From an optimization exercise on the open Yosys and OpenROAD flow, aimed at small area, a short achievable clock period and few clock cycles; shortcuts taken in it are not production practice. Only simulation tests tie the RTL to the original design; equivalence was not proved. Power figures rest on the tool's default switching activity, not on a simulated workload.

==> flow/design.v (excerpt) <==
module xpfe (
    input             clk,
    input             rst,
    input      [4:0]  cfg_nh,
    input      [127:0] cfg_ids,
    input             in_valid,
    output            in_ready,
    input             in_kind,
    input      [31:0] in_data,
    output reg        tx_valid,
    input             tx_ready,
    output reg [7:0]  tx_data,
    output reg        tx_last,
    input             tx_err,
    output reg        res_valid,
    input             res_ready,
    output reg [2:0]  res_code,
    output reg        ev_valid,
    input             ev_ready,
    output reg [2:0]  ev_kind,
    output     [3:0]  ev_handle,
    output     [3:0]  ev_reg,
    output     [7:0]  ev_id,
    output     [7:0]  ev_status,
    output     [15:0] ev_a,
    output     [15:0] ev_b
);
export LEC_CHECK = 0
export CAP_MARGIN = 20
export CORE_MARGIN = 2
export CORE_UTILIZATION = 60
export CTS_CLUSTER_DIAMETER = 100
export CTS_CLUSTER_SIZE = 25
export SETUP_SLACK_MARGIN = 5
export SLEW_MARGIN = 20
create_clock -name core_clock -period 8.0 [get_ports {clk}]
standard.sh (not shown) runs the stock make flow with config.mk's settings and CLKGATE_MAP_FILE= SYNTH_SCRIPT=/design/flow/synth_recipe.tcl, a recipe that flattens the netlist after the stock synthesis.
==> flow/flow/run.sh <==
#!/bin/bash
# The standard layout, except that the port buffers are the platform's
# smallest buffer (buf_1) instead of the delay buffer buffer_ports picks.
# Each tool's output is kept under orfs/logs; make's own output goes to
# standard.log.
set -euo pipefail
export BUFFER_PORTS_ARGS="-buffer_cell sky130_fd_sc_hd__buf_1"
bash standard.sh > standard.log 2>&1
Testbench counts at the start, summed over its fixed seeds: cycles 27,773.
Then changed:
--- a/flow/design.v
+++ b/flow/design.v
@@ -210,32 +210,26 @@
             2'd1:    gv = hv[7:4];
             2'd2:    gv = hv[11:8];
             default: gv = hv[15:12];
         endcase
     end
     reg  [3:0]  gm;            
     always @(*)
         for (i = 0; i < 4; i = i + 1)
             gm[i] = (grp[i*8 +: 8] == b4) && gv[i] && (b4 != 8'd254);
-    reg  [3:0]  gmr;
-    reg  [1:0]  rotr;
-    reg         wr4;           
     always @(posedge clk) begin
-        rot  <= rst ? 2'd0 : rot + 2'd1;
-        gmr  <= gm;
-        rotr <= rot;
-        wr4  <= pstep && al && n == 4'd4;
-        if (wr4) begin
+        rot <= rst ? 2'd0 : rot + 2'd1;
+        if (pstep && al && n == 4'd4) begin
             hhit <= 1'b0;
             hidx <= 4'd0;
-        end else if (gmr != 4'd0) begin
+        end else if (gm != 4'd0) begin
             hhit <= 1'b1;
-            hidx <= {rotr, gmr[2] | gmr[3], gmr[1] | gmr[3]};
+            hidx <= {rot, gm[2] | gm[3], gm[1] | gm[3]};
         end
         L4   <= (rL == 16'd4);
         L5   <= (rL == 16'd5);
         L6   <= (rL == 16'd6);
         al   <= al_n;
         kmp  <= kmp_n;
         rep  <= rep_n;
         if (evnew && !malf && !crcok) begin
             b5 <= rcrc[7:0];
After rerunning:
- setup slack loses 0.039 ns
- synthesized cell count goes up by a few percent
- cell area goes up slightly
- wire length goes down by a few percent
- total power goes up slightly
- sequential power stays flat
- critical path depth goes up by 1
- clock-buffer cell count goes down by 1
- non-clock buffer count goes up by 31
Testbench counts after the change, summed over its fixed seeds: cycles 27,773.

========
Another version of the RTL of xpfe (not shown whole).
For scale: about 1600 cells after synthesis, ~250 I/O pins, about 18000 um2 of cells after synthesis.
Settings: LEC_CHECK=0, CAP_MARGIN=20, CORE_MARGIN=2, CORE_UTILIZATION=40, CTS_CLUSTER_DIAMETER=100, CTS_CLUSTER_SIZE=25, SETUP_SLACK_MARGIN=5, SLEW_MARGIN=20; clock period 8.0 ns.
Scripts as last shown in full above: flow/flow/run.sh
The baseline produced a clean layout.
Testbench counts at the start, summed over its fixed seeds: cycles 27,773.
Next try:
--- a/flow/design.v
+++ b/flow/design.v
@@ -16,16 +16,16 @@
     input             res_ready,
     output reg [2:0]  res_code,
     output reg        ev_valid,
     input             ev_ready,
     output reg [2:0]  ev_kind,
     output     [3:0]  ev_handle,
-    output     [3:0]  ev_reg,
+    output reg [3:0]  ev_reg,
     output     [7:0]  ev_id,
     output     [7:0]  ev_status,
-    output     [15:0] ev_a,
+    output reg [15:0] ev_a,
     output     [15:0] ev_b
 );
     localparam [15:0] C4 = 16'h0E28;    
     localparam integer R  = 4;          
     function [15:0] crc_step;
         input [15:0] acc;
@@ -209,20 +209,12 @@
         L4   <= (rL == 16'd4);
         L5   <= (rL == 16'd5);
         L6   <= (rL == 16'd6);
         al   <= al_n;
         kmp  <= kmp_n;
         rep  <= rep_n;
-        if (evnew && !malf && !crcok) begin
-            b5 <= rcrc[7:0];
-            b6 <= rcrc[15:8];
-        end else if (evnew && !malf && hhit && !L4) begin
-            b5 <= b9;
-            b6 <= b10;
-            b9 <= {4'd0, pend[hidx]};
-        end
         if (pstep && al) begin
             case (n)
                 4'd4: b4 <= pb;
                 4'd5: b5 <= pb;
                 4'd6: b6 <= pb;
                 4'd7: ;
@@ -280,25 +272,32 @@
         end
     end
     wire evv_n = !rst && ((ev_valid && !ev_ready) || evnew);
     always @(posedge clk) begin
         ev_valid <= evv_n;
         if (evnew) begin
-            if (malf)           ev_kind <= 3'd2;
-            else if (!crcok)    ev_kind <= 3'd3;
-            else if (!hhit)     ev_kind <= 3'd4;
-            else if (L4)        ev_kind <= 3'd0;
-            else                ev_kind <= 3'd1;
+            ev_reg <= pend[hidx];
+            if (malf) begin
+                ev_kind <= 3'd2;
+                ev_a    <= rL;
+            end else if (!crcok) begin
+                ev_kind <= 3'd3;
+                ev_a    <= rcrc;
+            end else if (!hhit) begin
+                ev_kind <= 3'd4;
+                ev_a    <= rL;
+            end else begin
+                ev_kind <= L4 ? 3'd0 : 3'd1;
+                ev_a    <= {b10, b9};
+            end
         end
     end
     assign ev_id     = b4;
     assign ev_status = b8;
     assign ev_handle = hidx;
     assign ev_b      = {bc1, bc0};
-    assign ev_a      = {b6, b5};
-    assign ev_reg    = b9[3:0];
     always @(posedge clk) begin
         if (rst) begin
             for (i = 0; i < 16; i = i + 1)
                 pend[i] <= 4'd15;
         end else if (cmd_in && i_frame && i_rd) begin
             pend[ih] <= ireg;
What happened: The changed run completed without violations; sequential power came out higher by about 6%; wire length goes down by 3.1%; utilization fell by 0.41 points; maximum frequency hardly moves; non-clock buffer count falls by 5; cell area rose by 3.4%.
Testbench counts after the change, summed over its fixed seeds: cycles 27,773.

## static timing again, ports no longer ideal
How much do the figures lean on ideal ports? The routed layouts below were timed once more, with nothing changed but the port constraints. Step 1, drivers: a clkbuf_16 drives clk and a buf_2 each remaining input, both assumed. Step 2 times the ports against the registers' clock, not the clock port: input delays grow and output delays shrink by t, the midpoint of the rising clock arrivals with the driver on. Three values: ideal, step 1, step 2; two values: the first two.
run	t (ns)	slack for setup (ns)	latest minus earliest clock arrival (ns)	slew at the worst register clock pin (ns)
the first run of note 1	0.559	5.029 / 4.988 / 4.477	0.018 / 0.018	0.10 / 0.10
the second run of note 1	0.567	4.990 / 4.967 / 4.456	0.042 / 0.043	0.10 / 0.10
the first run of note 2	0.562	5.023 / 5.005 / 4.483	0.024 / 0.025	0.10 / 0.10
the second run of note 2	0.587	5.015 / 4.999 / 4.439	0.035 / 0.035	0.11 / 0.11
After both steps every run listed still meets setup and hold. The setup slack of the second run of note 2, which loses most, moves by -0.016 ns with the drivers and by -0.576 ns with both steps.
